This is an optimization exercise on Yosys and OpenROAD, whose aim is small area, not a production implementation. Function was checked by simulation only, so behaviour that the tests miss may differ from the original. Power is estimated from default activity; no workload was simulated. The clock port is modelled as an ideal driver; clocking choices that lean on that would not hold on a real chip.

## main
Design emlc_link, start of the top module:
module emlc_link (
    input  wire        clk,
    input  wire        rst,         
    input  wire        cmd_valid,
    input  wire [31:0] cmd_data,
    output wire        cmd_ready,
    input  wire [7:0]  csr_idx,
    output reg  [15:0] csr_rdata,
    output reg         sclk,
    output reg         mosi,
    input  wire        miso
);
Size: ~1500 flip-flops, roughly 36000 um2 of cells after synthesis.
make LEC_CHECK=0 CAP_MARGIN=20 CORE_MARGIN=2 CORE_UTILIZATION=70 CTS_CLUSTER_DIAMETER=60 CTS_CLUSTER_SIZE=30 SLEW_MARGIN=20 finish   # period 10.0 ns
run.sh (not shown) runs the stock make flow with config.mk's settings and CLKGATE_MAP_FILE= SYNTH_SCRIPT=/design/flow/synth_recipe.tcl, a recipe that flattens the netlist after the stock synthesis.
Modified inputs, the feature branch compared to main
- removing CTS_CLUSTER_SIZE (formerly 30)
- removing CTS_CLUSTER_DIAMETER (formerly 60)
- setting ABC_AREA to 1 for the first time
==> flow/flow/run.sh (new file) <==
#!/bin/bash
# Standard ORFS layout; only the clock tree synthesis arguments differ:
# larger sink clusters and no dummy loads.
set -euo pipefail
export CTS_ARGS="-sink_clustering_enable -repair_clock_nets -dont_use_dummy_load -sink_clustering_size 30 -sink_clustering_max_diameter 60"
bash standard.sh > standard.log 2>&1
==> flow/standard.sh (new file) <==
#!/bin/bash
# synth_recipe.tcl (not shown) runs the flow's synth.tcl, then flattens the netlist and writes it again
# the make line also repeats each setting of config.mk as NAME=value (left out here)
make -C /OpenROAD-flow-scripts/flow DESIGN_CONFIG=/design/flow/config.mk WORK_HOME=/design/flow/orfs CLKGATE_MAP_FILE= SYNTH_SCRIPT=/design/flow/synth_recipe.tcl "${@:-finish}"
removed: flow/run.sh
[summary]
Going from main to the feature branch, the setup slack of the critical path after layout was found to have gone up by 580 ps. Compared with main, global-route wire length before repair in the feature branch decreased by more than 10%. The feature branch has synthesis-to-layout area growth below what main had. The feature branch ends up with a full die area that is 1.0% lower than in main. Between the feature branch and main, count of antenna diodes in the layout is higher for main, the feature branch comes in under that. Taking main as the reference point, the power of the feature branch falls by 2.0%. csr_rdata[5] as the capturing element of the worst setup path was reported by the feature branch, and csr_rdata[1] by main. Against main, the feature branch reports a post-route cell area that is lower. Across both runs, share of synthesized cell area in and, or, nand and nor gates was higher for the feature branch than for main. When the final numbers for the feature branch and main were put side by side, the post-layout instance count excluding filler cells turned out to be smaller in main. Delta(routed wire length, the feature branch - main) < 0. Against main, the feature branch comes in 5.8 points lower on global routing met2 resource utilization.


job 4561:
The RTL this note starts from:
==> flow/design.v <==
module emlc_link (
    input  wire        clk,
    input  wire        rst,         
    input  wire        cmd_valid,
    input  wire [31:0] cmd_data,
    output wire        cmd_ready,
    input  wire [7:0]  csr_idx,
    output reg  [15:0] csr_rdata,
    output reg         sclk,
    output reg         mosi,
    input  wire        miso
);
    localparam [2:0] S_IDLE  = 3'd0;
    localparam [2:0] S_RES   = 3'd1;   
    localparam [2:0] S_UNUSED = 3'd2;
    localparam [2:0] S_WAIT  = 3'd3;   
    localparam [2:0] S_WAITF = 3'd4;   
    localparam [2:0] S_FRAME = 3'd5;   
    localparam [2:0] S_CRCW  = 3'd6;   
    localparam [2:0] S_SHIN  = 3'd7;   
    localparam [3:0] C_NONE  = 4'd0;
    localparam [3:0] C_XFER  = 4'd1;
    localparam [3:0] C_WRREG = 4'd2;
    localparam [3:0] C_RDREG = 4'd3;
    localparam [3:0] C_FOLD  = 4'd4;
    localparam [3:0] C_WRBLK = 4'd5;
    localparam [3:0] C_RDBLK = 4'd6;
    localparam [3:0] C_CRCB  = 4'd7;
    localparam [3:0] C_CREC  = 4'd8;
    localparam [3:0] C_RVAL  = 4'd9;
    localparam [3:0] C_RSEAL = 4'd10;
    localparam [3:0] C_BUFRD = 4'd11;
    localparam [3:0] C_BUFWR = 4'd12;
    localparam [3:0] C_RECRD = 4'd13;
    localparam [3:0] C_RECWR = 4'd14;
    reg [1391:0] ring;
    reg [6:0]    pos;
    wire [15:0]  head = ring[15:0];
    reg [2:0]  st;
    reg [3:0]  opc;
    reg [1:0]  code;          
    reg [15:0] result;
    reg [15:0] cks;
    reg [15:0] crc;
    reg        miso_last;
    reg [23:0] sr;            
    reg [6:0]  t;             
    assign cmd_ready = (st == S_IDLE);
    wire [7:0]  c_op = cmd_data[31:24];
    wire [7:0]  c_a  = cmd_data[23:16];
    wire [15:0] c_d  = cmd_data[15:0];
    wire        a0   = (c_a == 8'h00);
    wire        d0   = (c_d == 16'h0000);
    wire        dh0  = (c_d[15:8] == 8'h00);
    wire [8:0]  c_nm1 = {1'b0, c_d[7:0]} - {1'b0, c_a};
    wire        blk_ok = dh0 && !c_nm1[8] && (c_nm1[7:6] == 2'b00);
    reg        legal;
    reg [3:0]  c_cls;
    always @(*) begin
        legal = 1'b0;
        c_cls = C_NONE;
        case (c_op)
            8'h00: legal = a0 && d0;
            8'h01: begin legal = a0 && dh0;          c_cls = C_XFER;  end
            8'h02: begin legal = 1'b1;               c_cls = C_WRREG; end
            8'h03: begin legal = d0;                 c_cls = C_RDREG; end
            8'h10: legal = a0 && d0;
            8'h11: begin legal = a0;                 c_cls = C_FOLD;  end
            8'h12: begin legal = blk_ok;             c_cls = C_WRBLK; end
            8'h13: begin legal = blk_ok;             c_cls = C_RDBLK; end
            8'h30: legal = a0 && d0;
            8'h31: begin legal = a0 && dh0;          c_cls = C_CRCB;  end
            8'h32: begin legal = a0 && d0;           c_cls = C_CREC;  end
            8'h33: begin legal = a0 && d0;           c_cls = C_RVAL;  end
            8'h34: begin legal = a0 && d0;           c_cls = C_RSEAL; end
            8'h40: begin legal = d0 && (c_a < 8'd64); c_cls = C_BUFRD; end
            8'h41: begin legal = (c_a < 8'd64);      c_cls = C_BUFWR; end
            8'h42: begin legal = d0 && (c_a < 8'd23); c_cls = C_RECRD; end
            8'h43: begin legal = (c_a < 8'd23);      c_cls = C_RECWR; end
            default: ;
        endcase
        if (!legal) c_cls = C_NONE;
    end
    wire is_crcw  = (opc == C_CREC) || (opc == C_RVAL) || (opc == C_RSEAL);
    wire is_loop  = is_crcw || (opc == C_WRBLK) || (opc == C_RDBLK);
    wire [6:0] k  = result[12:6];
    wire [6:0] tgt = is_loop ? k : sr[22:16];
    wire hit      = (pos == tgt);
    wire k_last   = is_crcw ? (k == 7'd85) : (k[5:0] == result[5:0]);
    wire is_fold  = (opc == C_FOLD) || (opc == C_WRBLK) || (opc == C_RDBLK);
    wire [7:0] addr_inc = (sr[23:16] + 8'd1) | {(opc == C_RDBLK), 7'd0};
    wire [4:0] slot = t[6:2];
    wire [1:0] ph   = t[1:0];
    wire bit_slot   = (slot >= 5'd3);
    wire last_slot  = (opc == C_XFER) ? (slot == 5'd10) : (slot == 5'd26);
    wire rot_byte   = (opc != C_XFER) && (slot <= 5'd10);
    wire rd_frame   = (opc == C_RDREG) || (opc == C_RDBLK);
    wire crc_step_t = (t[4] ^ t[5]) && !t[3];
    reg  cstep, crot;
    wire cfb = crc[15] ^ (sr[23] & cstep);
    wire ctap = cfb & cstep;
    wire [15:0] crc_ser = {crc[14:12], crc[11] ^ ctap, crc[10:5], crc[4] ^ ctap,
                           crc[3:0], cfb};
    reg ins;
    always @(posedge clk) begin
        ring <= {ins ? sr[15:0] : head, ring[1391:16]};
        pos  <= (pos >= 7'd86) ? 7'd0 : pos + 7'd1;
    end
    always @(*) begin
        ins   = 1'b0;
        cstep = 1'b0;
        crot  = 1'b0;
        if (st == S_WAIT && hit)
            ins = (opc == C_BUFWR) || (opc == C_RDBLK) || (opc == C_RECWR);
        if (st == S_WAITF && hit)
            ins = (opc == C_RSEAL);
        if (st == S_CRCW)
            cstep = crc_step_t && !is_fold;
        if (st == S_SHIN)
            crot = 1'b1;
    end
    always @(posedge clk) begin
        if (cstep || crot)
            crc <= crc_ser;
        case (st)
        S_IDLE: begin
            if (cmd_valid) begin
                opc  <= c_cls;
                sr   <= {c_a[7] | (c_op == 8'h03) | (c_op == 8'h13),
                         c_a[6] | (c_op[6] & c_op[1]), c_a[5:0], c_d};
                if (c_cls == C_WRBLK || c_cls == C_RDBLK)
                    result[12:0] <= {7'd0, c_nm1[5:0]};
                if (c_cls == C_CREC || c_cls == C_RVAL || c_cls == C_RSEAL)
                    result[12:6] <= 7'd64;
                t    <= 7'd0;
                code <= {1'b0, !legal};
                if (legal && (c_op == 8'h10 || c_op == 8'h12 || c_op == 8'h13))
                    cks <= 16'h0000;
                if (legal && (c_op == 8'h30 || c_op == 8'h32 || c_op == 8'h33 ||
                              c_op == 8'h34))
                    crc <= 16'h0000;
                case (c_cls)
                    C_NONE:  st <= S_RES;
                    C_FOLD, C_XFER, C_CRCB: st <= S_CRCW;
                    C_WRREG, C_RDREG, C_RDBLK: st <= S_FRAME;
                    default: st <= S_WAIT;
                endcase
            end
        end
        S_RES: begin
            case (opc)
                C_FOLD, C_WRBLK, C_RDBLK: result <= cks;
                C_XFER, C_RDREG, C_CRCB, C_CREC, C_RVAL, C_RSEAL,
                C_BUFRD, C_RECRD: result <= sr[15:0];
                default: ;
            endcase
            st <= S_IDLE;
        end
        S_WAIT, S_WAITF: begin
            t <= t + 7'd1;
            if (hit && (opc != C_RDBLK) && (opc != C_BUFWR) && (opc != C_RECWR) &&
                !(st == S_WAITF && opc == C_RSEAL))
                sr[15:0] <= head;
            if (t == 7'd86) begin
                t <= 7'd0;
                if (st == S_WAITF)
                    st <= (opc == C_RVAL) ? S_SHIN : S_RES;
                else if (opc == C_BUFRD || opc == C_RECRD ||
                         opc == C_BUFWR || opc == C_RECWR)
                    st <= S_RES;
                else
                    st <= S_CRCW;
            end
        end
        S_FRAME: begin
            t <= t + 7'd1;
            if (bit_slot && ph == 2'd1) begin
                sr        <= {sr[22:0], rot_byte ? sr[23] : miso};
                miso_last <= miso;
                sclk      <= 1'b1;
            end
            if (ph == 2'd3) begin
                if (last_slot) begin
                    t <= 7'd0;
                    if (opc == C_WRBLK) begin
                        if (k_last) begin
                            st <= S_RES;
                        end else begin
                            result[12:6] <= k + 7'd1;
                            sr[23:16] <= addr_inc;
                            st <= S_WAIT;
                        end
                    end else if (opc == C_RDBLK) begin
                        sr[23:16] <= addr_inc;
                        st <= S_WAIT;
                    end else begin
                        st <= S_RES;
                    end
                end else begin
                    sclk <= 1'b0;
                    if (slot >= 5'd2)
                        mosi <= sr[23] & !(rd_frame && slot >= 5'd10);
                end
            end
        end
        S_CRCW: begin
            t  <= t + 7'd1;
            sr <= {sr[22:0], sr[23]};
            if (is_fold && (t == 7'd0 || t == 7'd8))
                cks <= {cks[15:8] ^ sr[15:8], cks[7:0] + sr[15:8]};
            if (opc == C_XFER && t == 7'd15) begin
                t  <= 7'd8;
                st <= S_FRAME;
            end else if (t == 7'd23 && !is_crcw) begin
                t  <= 7'd0;
                case (opc)
                    C_CRCB:  st <= S_SHIN;
                    C_WRBLK: st <= S_FRAME;
                    C_RDBLK: begin
                        if (k_last) begin
                            st <= S_RES;
                        end else begin
                            result[12:6] <= k + 7'd1;
                            st <= S_FRAME;
                        end
                    end
                    default: st <= S_RES;    
                endcase
            end else if (t == 7'd39) begin
                t <= 7'd0;
                result[12:6] <= k + 7'd1;
                if (!k_last)
                    st <= S_WAIT;
                else if (opc == C_RVAL)
                    st <= S_WAITF;
                else
                    st <= S_SHIN;
            end
        end
        S_SHIN: begin
            t  <= t + 7'd1;
            sr <= {sr[22:0], crc[15]};
            if (opc == C_RVAL && (crc[15] ^ sr[15]))
                code <= 2'b11;
            if (t == 7'd15) begin
                t  <= 7'd0;
                st <= (opc == C_RSEAL) ? S_WAITF : S_RES;
            end
        end
        default: st <= S_IDLE;
        endcase
        if (rst) begin
            st        <= S_IDLE;
            code      <= 2'b00;
            result    <= 16'h0000;
            cks       <= 16'h0000;
            crc       <= 16'h0000;
            sclk      <= 1'b1;
            mosi      <= 1'b0;
            miso_last <= 1'b0;
        end
    end
    always @(*) begin
        case (csr_idx)
            8'h00:   csr_rdata = {12'h000, 1'b0, code[1], 1'b0, code[0]};
            8'h01:   csr_rdata = result;
            8'h02:   csr_rdata = cks;
            8'h03:   csr_rdata = crc;
            8'h04:   csr_rdata = {13'h0000, miso_last, mosi, sclk};
            default: csr_rdata = 16'h0000;
        endcase
    end
endmodule
==> flow/config.mk <==
export PLATFORM = sky130hd
export DESIGN_NAME = emlc_link
export DESIGN_NICKNAME = emlc_link
export VERILOG_FILES = /design/flow/design.v
export SDC_FILE = /design/flow/constraint.sdc
export NUM_CORES = 4
export LEC_CHECK = 0
export ABC_AREA = 1
export CAP_MARGIN = 20
export CORE_MARGIN = 2
export CORE_UTILIZATION = 70
export SLEW_MARGIN = 20
==> flow/constraint.sdc <==
create_clock -name core_clock -period 10.0 [get_ports {clk}]
set_input_delay 2.0000 -clock core_clock [delete_from_list [all_inputs] [get_ports {clk}]]
set_output_delay 2.0000 -clock core_clock [all_outputs]
set_load 0.01 [all_outputs]
standard.sh (not shown) runs the stock make flow with config.mk's settings and CLKGATE_MAP_FILE= SYNTH_SCRIPT=/design/flow/synth_recipe.tcl, a recipe that flattens the netlist after the stock synthesis.
==> flow/flow/run.sh <==
#!/bin/bash
# Standard ORFS layout (the standard.sh) with two changes:
# - clock tree: larger, tighter sink clusters and no dummy loads;
# - port buffers: the smallest buffer cell.
set -euo pipefail
export CTS_ARGS="-sink_clustering_enable -repair_clock_nets -dont_use_dummy_load -sink_clustering_size 30 -sink_clustering_max_diameter 60 -buf_list sky130_fd_sc_hd__clkbuf_16"
export BUFFER_PORTS_ARGS="-buffer_cell sky130_fd_sc_hd__buf_1"
bash standard.sh > standard.log 2>&1
Job 4561: done, clean on timing, DRC and antenna
Inputs modified between job 4561 and job 5944:
# job 4561
export LEC_CHECK = 0
export ABC_AREA = 1
export CAP_MARGIN = 20
export CORE_MARGIN = 2
export CORE_UTILIZATION = 70
export SLEW_MARGIN = 20
create_clock -name core_clock -period 10.0 [get_ports {clk}]
# job 5944
export LEC_CHECK = 0
export ABC_AREA = 1
export CAP_MARGIN = 20
export CORE_MARGIN = 2
export CORE_UTILIZATION = 75
export SLEW_MARGIN = 20
create_clock -name core_clock -period 10.0 [get_ports {clk}]
==> flow/flow/run.sh <==
#!/bin/bash
# Standard ORFS layout (the standard.sh) with two changes:
# - clock tree: larger, tighter sink clusters and no dummy loads;
# - port buffers: the smallest buffer cell.
set -euo pipefail
export CTS_ARGS="-sink_clustering_enable -repair_clock_nets -dont_use_dummy_load -sink_clustering_size 30 -sink_clustering_max_diameter 45 -buf_list sky130_fd_sc_hd__clkbuf_16"
export BUFFER_PORTS_ARGS="-buffer_cell sky130_fd_sc_hd__buf_1"
bash standard.sh > standard.log 2>&1
--- outcome ---
Relative to job 4561, the number of cells after detailed placement of job 5944 is lower by 66.
Against job 4561, width of the chip in job 5944 fell by a few percent.
Between job 4561 and job 5944, the flow reports detailed-placement wirelength estimate increasing by more than a quarter.
Job 5944 did not make it past 5_1_grt, where a tool error ended it.
The higher initial standard-cell utilization of the core came out of job 5944.
Diff job 5944..job 4561 | instance count of the mapped netlist | unchanged
Pre-CTS setup slack (lower): job 4561
Summary: with job 4561 as the reference, placement row count in job 5944 moved down by a few percent.
As far as area after synthesis is concerned, job 5944 and job 4561 perform about the same.
Job 4561 -> job 5944: CTS buffer count increased by more than a quarter
Job 4561 -> job 5944: maximum buffer depth of the clock tree delta 0, exact match

[separate check: timing with driven ports]
No port has a modelled driver above. Below, the same layouts with a new extraction and two added sets of constraints. Step 1: set_driving_cell puts a clkbuf_16 on clk and a buf_2 on each other input, an assumption about the parent block. Step 2 also shifts input and output timing later by t, the mid clock arrival at the registers, as if the neighbouring blocks saw the same clock. Slacks: ideal / step 1 / step 2; pairs: ideal / step 1.
run | t, ns | slack for setup (ns) | worst setup path at the end
main | 0.726 | 2.731 / 2.704 / 2.704 | input to output
the feature branch | 0.688 | 3.309 / 3.286 / 3.286 | input to output
job 4561 | 0.690 | 4.048 / 4.028 / 4.028 | input to output
After both steps every run listed still meets setup and hold. For main, which loses most, drivers alone change the setup slack by -0.027 ns; drivers and shift together by -0.027 ns.
